Background: an optimization exercise with open tools, aiming at small area, a short achievable clock period and few clock cycles per item. Do not read the settings as production practice. Function was checked by simulation only, so behaviour that the tests miss may differ from the original. Power and IR drop assume default switching activity.

File: design/flow/config.mk
export PLATFORM = sky130hd
export DESIGN_NAME = fxled_csc
export DESIGN_NICKNAME = fxled_csc
export VERILOG_FILES = /design/flow/design.v
export SDC_FILE = /design/flow/constraint.sdc
export NUM_CORES = 4
export LEC_CHECK = 0
export CAP_MARGIN = 20
export CORE_MARGIN = 2
export CORE_UTILIZATION = 30
export SLEW_MARGIN = 20
File: design/flow/run.sh
#!/bin/bash
# synth_recipe.tcl (not shown) runs the flow's synth.tcl, then flattens the netlist and writes it again
# the make line also repeats each setting of config.mk as NAME=value (left out here)
make -C /OpenROAD-flow-scripts/flow DESIGN_CONFIG=/design/flow/config.mk WORK_HOME=/design/flow/orfs CLKGATE_MAP_FILE= SYNTH_SCRIPT=/design/flow/synth_recipe.tcl finish
File: design/flow/constraint.sdc
create_clock -name core_clock -period 15.0 [get_ports {clk}]
set_input_delay 3.0000 -clock core_clock [delete_from_list [all_inputs] [get_ports {clk}]]
set_output_delay 3.0000 -clock core_clock [all_outputs]
set_load 0.01 [all_outputs]
File: design/flow/design.v
module fxled_csc (
    input  wire        clk,
    input  wire        rst,         
    input  wire        in_valid,
    output wire        in_ready,
    input  wire        op,          
    input  wire [31:0] x0,          
    input  wire [31:0] x1,          
    input  wire [31:0] x2,          
    output reg         out_valid,
    output reg  [31:0] y0,          
    output reg  [31:0] y1,          
    output reg  [31:0] y2           
);
    localparam [27:0] ONE = 28'd134217728;    
    localparam [3:0] S_IDLE   = 4'd0,
                     S_DLOAD  = 4'd1,    
                     S_DRUN   = 4'd2,    
                     S_DSTORE = 4'd3,    
                     S_HV     = 4'd4,    
                     S_HSF    = 4'd5,    
                     S_HSF2   = 4'd6,    
                     S_HP     = 4'd7,    
                     S_HQ     = 4'd8,    
                     S_HT     = 4'd9,    
                     S_HOUT   = 4'd10,   
                     S_DONE   = 4'd11;
    localparam [2:0] P_V = 3'd0, P_S = 3'd1, P_RC = 3'd2, P_GC = 3'd3,
                     P_BC = 3'd4, P_H = 3'd5;
    reg [3:0] state;
    reg [2:0] phase;
    assign in_ready = (state == S_IDLE);
    reg [31:0] a0, a1, a2;
    wire [15:0] r = a0[15:0];
    wire [15:0] g = a1[15:0];
    wire [15:0] b = a2[15:0];
    wire [15:0] mx_rg = (r >= g) ? r : g;
    wire [15:0] mx    = (mx_rg >= b) ? mx_rg : b;
    wire [15:0] mn_rg = (r <= g) ? r : g;
    wire [15:0] mn    = (mn_rg <= b) ? mn_rg : b;
    wire [15:0] d     = mx - mn;
    reg  [27:0] q_v, q_s, q_rc, q_gc, q_bc;
    reg  [31:0] hr_off;
    always @(*) begin
        if (r == mx)
            hr_off = 32'd6 * ONE + {4'd0, q_bc} - {4'd0, q_gc};
        else if (g == mx)
            hr_off = 32'd8 * ONE + {4'd0, q_rc} - {4'd0, q_bc};
        else
            hr_off = 32'd10 * ONE + {4'd0, q_gc} - {4'd0, q_rc};
    end
    reg [44:0] div_n;
    reg [17:0] div_d;
    always @(*) begin
        case (phase)
            P_V:  begin div_n = {mx, 28'd0} + 45'd65535;             div_d = 18'd131070;  end
            P_S:  begin div_n = {d, 28'd0} + {29'd0, mx};                   div_d = {1'b0, mx, 1'b0}; end
            P_RC: begin div_n = {mx - r, 28'd0} + {29'd0, d};               div_d = {1'b0, d, 1'b0};  end
            P_GC: begin div_n = {mx - g, 28'd0} + {29'd0, d};               div_d = {1'b0, d, 1'b0};  end
            P_BC: begin div_n = {mx - b, 28'd0} + {29'd0, d};               div_d = {1'b0, d, 1'b0};  end
            default: begin div_n = {12'd0, hr_off, 1'b0} + 45'd6;    div_d = 18'd12;      end
        endcase
    end
    reg [17:0] drem;
    reg [27:0] dnum;
    reg [27:0] dq;
    reg [4:0]  dcnt;
    wire [18:0] dtrial = {drem, dnum[27]};
    wire        dge    = (dtrial >= {1'b0, div_d});
    wire signed [31:0] hs = a0;
    wire signed [31:0] ss = a1;
    wire signed [31:0] vs = a2;
    localparam signed [33:0] ONE_S = 34'sd134217728;
    reg  signed [33:0] mul_a, mul_b;
    wire signed [67:0] mul_p = mul_a * mul_b;
    wire signed [40:0] mul_r = (mul_p + 68'sd67108864) >>> 27;
    function [15:0] clamp16;
        input signed [40:0] x;
        begin
            if (x < 0)
                clamp16 = 16'd0;
            else if (x > 41'sd65535)
                clamp16 = 16'hFFFF;
            else
                clamp16 = x[15:0];
        end
    endfunction
    wire signed [34:0] h6 = hs * 35'sd6;
    wire signed [7:0]  hi = h6[34:27];             
    wire        [26:0] hf = h6[26:0];              
    wire        [7:0]  hi_pos = hi + 8'd96;        
    wire        [2:0]  hsx = hi_pos % 8'd6;
    reg [15:0] V, P, Q, T;
    reg [26:0] f;
    reg [2:0]  sx;
    reg signed [32:0] sf, sf2;
    always @(*) begin
        mul_a = 34'sd0;
        mul_b = 34'sd0;
        case (state)
            S_HV:   begin mul_a = vs;                 mul_b = 34'sd65535; end
            S_HSF:  begin mul_a = ss;                 mul_b = {7'd0, f}; end
            S_HSF2: begin mul_a = ss;                 mul_b = ONE_S - $signed({7'd0, f}); end
            S_HP:   begin mul_a = {18'd0, V};         mul_b = ONE_S - ss; end
            S_HQ:   begin mul_a = {18'd0, V};         mul_b = ONE_S - sf; end
            S_HT:   begin mul_a = {18'd0, V};         mul_b = ONE_S - sf2; end
            default: ;
        endcase
    end
    always @(posedge clk) begin
        if (rst) begin
            state     <= S_IDLE;
            out_valid <= 1'b0;
        end else begin
            out_valid <= 1'b0;
            case (state)
                S_IDLE: begin
                    if (in_valid) begin
                        a0 <= x0;
                        a1 <= x1;
                        a2 <= x2;
                        if (op)
                            state <= S_HV;
                        else begin
                            phase <= P_V;
                            state <= S_DLOAD;
                        end
                    end
                end
                S_DLOAD: begin
                    drem  <= {1'b0, div_n[44:28]};
                    dnum  <= div_n[27:0];
                    dq    <= 28'd0;
                    dcnt  <= 5'd0;
                    state <= S_DRUN;
                end
                S_DRUN: begin
                    drem <= dge ? (dtrial[17:0] - div_d) : dtrial[17:0];
                    dnum <= {dnum[26:0], 1'b0};
                    dq   <= {dq[26:0], dge};
                    dcnt <= dcnt + 5'd1;
                    if (dcnt == 5'd27)
                        state <= S_DSTORE;
                end
                S_DSTORE: begin
                    state <= S_DLOAD;
                    case (phase)
                        P_V: begin
                            q_v <= dq;
                            if (d == 16'd0) begin
                                y0 <= 32'd0;
                                y1 <= 32'd0;
                                y2 <= {4'd0, dq};
                                out_valid <= 1'b1;
                                state <= S_DONE;
                            end else
                                phase <= P_S;
                        end
                        P_S:  begin q_s  <= dq; phase <= P_RC; end
                        P_RC: begin q_rc <= dq; phase <= P_GC; end
                        P_GC: begin q_gc <= dq; phase <= P_BC; end
                        P_BC: begin q_bc <= dq; phase <= P_H;  end
                        default: begin
                            y0 <= (dq >= ONE) ? {4'd0, dq - ONE} : {4'd0, dq};
                            y1 <= {4'd0, q_s};
                            y2 <= {4'd0, q_v};
                            out_valid <= 1'b1;
                            state <= S_DONE;
                        end
                    endcase
                end
                S_HV: begin
                    V  <= clamp16(mul_r);
                    f  <= hf;
                    sx <= hsx;
                    if (ss == 32'sd0) begin
                        y0 <= {16'd0, clamp16(mul_r)};
                        y1 <= {16'd0, clamp16(mul_r)};
                        y2 <= {16'd0, clamp16(mul_r)};
                        out_valid <= 1'b1;
                        state <= S_DONE;
                    end else
                        state <= S_HSF;
                end
                S_HSF:  begin sf  <= mul_r[32:0]; state <= S_HSF2; end
                S_HSF2: begin sf2 <= mul_r[32:0]; state <= S_HP;   end
                S_HP:   begin P <= clamp16(mul_r); state <= S_HQ;  end
                S_HQ:   begin Q <= clamp16(mul_r); state <= S_HT;  end
                S_HT:   begin T <= clamp16(mul_r); state <= S_HOUT; end
                S_HOUT: begin
                    case (sx)
                        3'd0: begin y0 <= {16'd0, V}; y1 <= {16'd0, T}; y2 <= {16'd0, P}; end
                        3'd1: begin y0 <= {16'd0, Q}; y1 <= {16'd0, V}; y2 <= {16'd0, P}; end
                        3'd2: begin y0 <= {16'd0, P}; y1 <= {16'd0, V}; y2 <= {16'd0, T}; end
                        3'd3: begin y0 <= {16'd0, P}; y1 <= {16'd0, Q}; y2 <= {16'd0, V}; end
                        3'd4: begin y0 <= {16'd0, T}; y1 <= {16'd0, P}; y2 <= {16'd0, V}; end
                        default: begin y0 <= {16'd0, V}; y1 <= {16'd0, P}; y2 <= {16'd0, Q}; end
                    endcase
                    out_valid <= 1'b1;
                    state <= S_DONE;
                end
                default: state <= S_IDLE;    
            endcase
        end
    end
endmodule
==> summary.txt <==
[critical path, delay by kind of cell, from the launching register on]
family | cells | cell delay (ns)
flip-flops | 1 | 0.71
buffers and inverters | 8 | 1.75
multiplexers | 1 | 0.12
adder cells (fa/ha/maj) | 9 | 4.43
AO/OA/AOI/OAI | 7 | 2.01
XOR/XNOR | 1 | 0.16
AND/OR/NAND/NOR | 14 | 4.59
[repair_timing]
action	CTS	global route
endpoints found under the setup margin	0	109
resized for setup	0	1
hold buffers	0	0
hold endpoints to repair	0	0
[flip-flops by register name, summed over array words and instances, names as in the netlist, 28 cells and up]
register / cells
a0: 32
a1: 32
a2: 32
dnum: 28
dq: 28
q_bc: 28
q_gc: 28
q_rc: 28
q_s: 28
q_v: 28
sf: 33
sf2: 33
y0: 28
y1: 28
y2: 28
[cell type report]
class,count,share of cell area [%]
Multi-Input combinational cell,5967,62.9
Sequential cell,566,19.4
Inverter,1483,6.38
Tap cell,3402,4.88
Timing Repair Buffer,355,3.65
Clock buffer,87,2.08
Clock inverter,40,0.616
Antenna cell,9,0.0258
[logic make-up (layout without fill, tap and decap cells)]
| group | Yosys count | count (layout) | synth area share [%] |
|---|---|---|---|
| xor+xnor | 291 | 291 | 3.28 |
| compound gates | 1440 | 1440 | 12.3 |
| mux | 121 | 121 | 1.64 |
| simple gates | 2343 | 2343 | 13.6 |
| buf+inv | 1860 | 1965 | 9.05 |
| other cells | 2 | 107 | 0.00963 |
| flops | 566 | 566 | 21.7 |
| fa+ha+maj | 1674 | 1674 | 38.4 |
[worst max path at each step]
stage                                from              end  slack [ns]  cells past startpoint
finish              state[3]$_SDFFE_PP0P_  P[15]$_DFFE_PP_        0.79                     40
global route        state[3]$_SDFFE_PP0P_  T[15]$_DFFE_PP_        0.01                     37
CTS                       a1[4]$_DFFE_PP_  P[15]$_DFFE_PP_        0.54                     40
detailed placement        a1[4]$_DFFE_PP_  P[15]$_DFFE_PP_        0.62                     40
global placement          a1[4]$_DFFE_PP_  V[15]$_DFFE_PP_        0.87                     40
floorplan           state[3]$_SDFFE_PP0P_  P[10]$_DFFE_PP_        1.88                     52
[per-stage QoR]
step | power [mW] | cells
finish | 19.8 | 11900
global route | 21.3 | 11900
CTS | 19.7 | 11900
detailed placement | 17.9 | 11800
global placement | 17.6 | 11800
floorplan | 12.9 | 8393
[power by group through the flow]
stage / clock network, mW / logic, mW / registers [mW]
finish: 1.75 / 14.9 / 3.12
global route: 1.84 / 16.3 / 3.14
CTS: 1.79 / 14.8 / 3.11
detailed placement: 0 / 14.7 / 3.14
global placement: 0 / 14.4 / 3.14
floorplan: 0 / 9.86 / 3.01
[routing by layer]
metal	vias up	track usage (%)	part of all wire (%)
met4	4	9.31	5.3
li1	27400	-	-
met5	-	0	0.0080
met1	31600	27.0	41
met3	515	3.69	8.4
met2	2783	32.9	45
[placed cells by master, fill, tap and decap left out, drive strengths merged, types with 48 or more instances in the layout]
cell	n
a21o	179
a21oi	382
a31oi	48
and2	165
and3	77
buf	169
clkbuf	88
clkdlybuf4s50	185
conb	98
edfxtp	561
fa	1202
ha	472
inv	1489
mux2i	91
nand2	1027
nand3	88
nand4	48
nor2	577
nor2b	49
nor3	101
o21a	52
o21ai	266
o22ai	52
xnor2	184
xor2	106
==> results.toml <==
[logic_synthesis]
syn_inst = 8297
synth_most_common_cell = "inv_1"
synth_top_area_share_pct = 30.8
ys_types = 101
synth_area_leaders = "fa_1 31%, edfxtp_1 22%, ha_1 7.6%"
syn-cell-area_mm2 = 0.0780
synth_edf_count = 561
yosys_warnings = 1
synthFlopType = "edfxtp_1"
syn_avg_cell_area_um2 = 9.40
synth_seq_cells = 566
synthArstFlopShare_pct = 0
yosysSeqAreaShare_pct = 21.7
ys_top_cells_by_count = "1479 x inv_1, 1202 x fa_1, 1027 x nand2_1"
synth_top_area_cell = "fa_1"

[sta]
final_max_slew_viol_count = 0
worstMarginPinSlew_ns = 1.25
period_minus_slack_ns = 14.21
slew_headroom_pct = 16.5
max_clock_freq_mhz = 70.4
hold_violations = 0
fin_ws_ns = 0.791
skew_ns = 0.0605
fin_hold_ws_ns = 0.511
setup_viol = 0
fin_tns_setup_ns = 0
timing.final.crit_share_pct = 94.7
rsz0062_at_grt = "false"

[grt]
grt_pass1_vias = 64400
grt_usage_pct = 20.5
grt-ovfl-total = 0
grt_pass1_wl_mm = 409
grt_max_degree = 80
antenna_found_initial = 19

[cells_and_area]
multi_input_area_mm2 = 0.0549
fin_util_pct = 33.7
nFillCells = 26200
stdcell_area_mm2 = 0.0872
layout-drive-gt1-share_pct = 5.24
seqCellArea_mm2 = 0.0169
area_delta_synth_final_pct = 11.8
nets = 10200

[drt]
vias = 62300
wirelength_mm = 274
wire_per_inst_um = 23.0
drt_iter0_drc = 5884
drcViolationCount = 0
final_antenna_net_count = 0
viasPerCell = 5.23
first_pass_iters = 8

[hold_path]
hold_path.class = "flip-flop to flip-flop"
holdPathEnd = "dnum[2]$_DFFE_PP_"
hold_start = "dnum[1]$_DFFE_PP_"
hold_depth = 1

[placement]
placed_area_mm2 = 0.0847
port_buffers = 185
place_worst_setup_slack_ns = 0.616
place_hpwl_mm = 220
routabilityCongestion = 0.970

[setup_path]
r2r_slack_ns = 0.79
cp_common_cell = "fa_1"
cp.arrival_ns = 14.55
reg2regPathDepth = 40
r2r-start = "state[3]$_SDFFE_PP0P_"
start_kind = "flip-flop"
critPathKind = "flip-flop to flip-flop"
worstPathRequired_ns = 15.34
critPathMaxFanout = 44
cp-end-kind = "flip-flop"
slowest_delay_ns = 0.82
r2r_end = "P[15]$_DFFE_PP_"
cp_slowest_cell = "o221ai_2"

[clock_tree]
ctsLongestPathBuffers = 3
cts.clk_slew.worst_paths_ns = 0.07
cts.sinks = 566
post_cts_buffers = 0
cts_root_buf = "clkbuf_16"
clock_latency_ns = 0.70
cts_tree = "done"
cts_made_buffers = 70
htreeDepth = 3

[die]
core_area_mm2 = 0.259
initial_core_util_pct = 30.1
io_pins = 198
die_h_um = 514
die_area_mm2 = 0.264
die_width_um = 514
fp-row-count = 187

[power]
peakVddDrop_mv = 0.546
p_sw_share_pct = 55.4
seqPwrFrac_pct = 15.7
cellPowerDensity_mw_per_mm2 = 227
p_sw_mw = 11.0
p_clk_share_pct = 8.8
p_comb_share_pct = 75.4
internal-power_mw = 8.82
p_leak_nw = 38.6

[run_status]
status = "finished clean"

[run]
drv_cap = 0
Testbench counts, summed over its fixed seeds: cycles 420,949, items 8,000.

-- separate check: timing with driven ports --
No port has a modelled driver above. Below, the same layout with a new extraction and two added sets of constraints.
Step 1: set_driving_cell puts a clkbuf_16 on clk and a buf_2 on each other input, an assumption about the parent block.
Step 2 moves the port delays by t, midway between the first and last clock arrival at a register: inputs arrive t later, outputs are due t later. That takes back most of the time a late clock gives input paths.
Slacks: ideal ports / drivers / drivers and shift; pairs: ideal ports / drivers.
t, ns: 0.781
slack for setup (ns): 0.791 / 0.791 / 0.791
slew at the worst register clock pin (ns): 0.07 / 0.07
After both steps setup and hold are still met in this run. For this run, drivers alone change the setup slack by 0.000 ns; drivers and shift together by 0.000 ns.
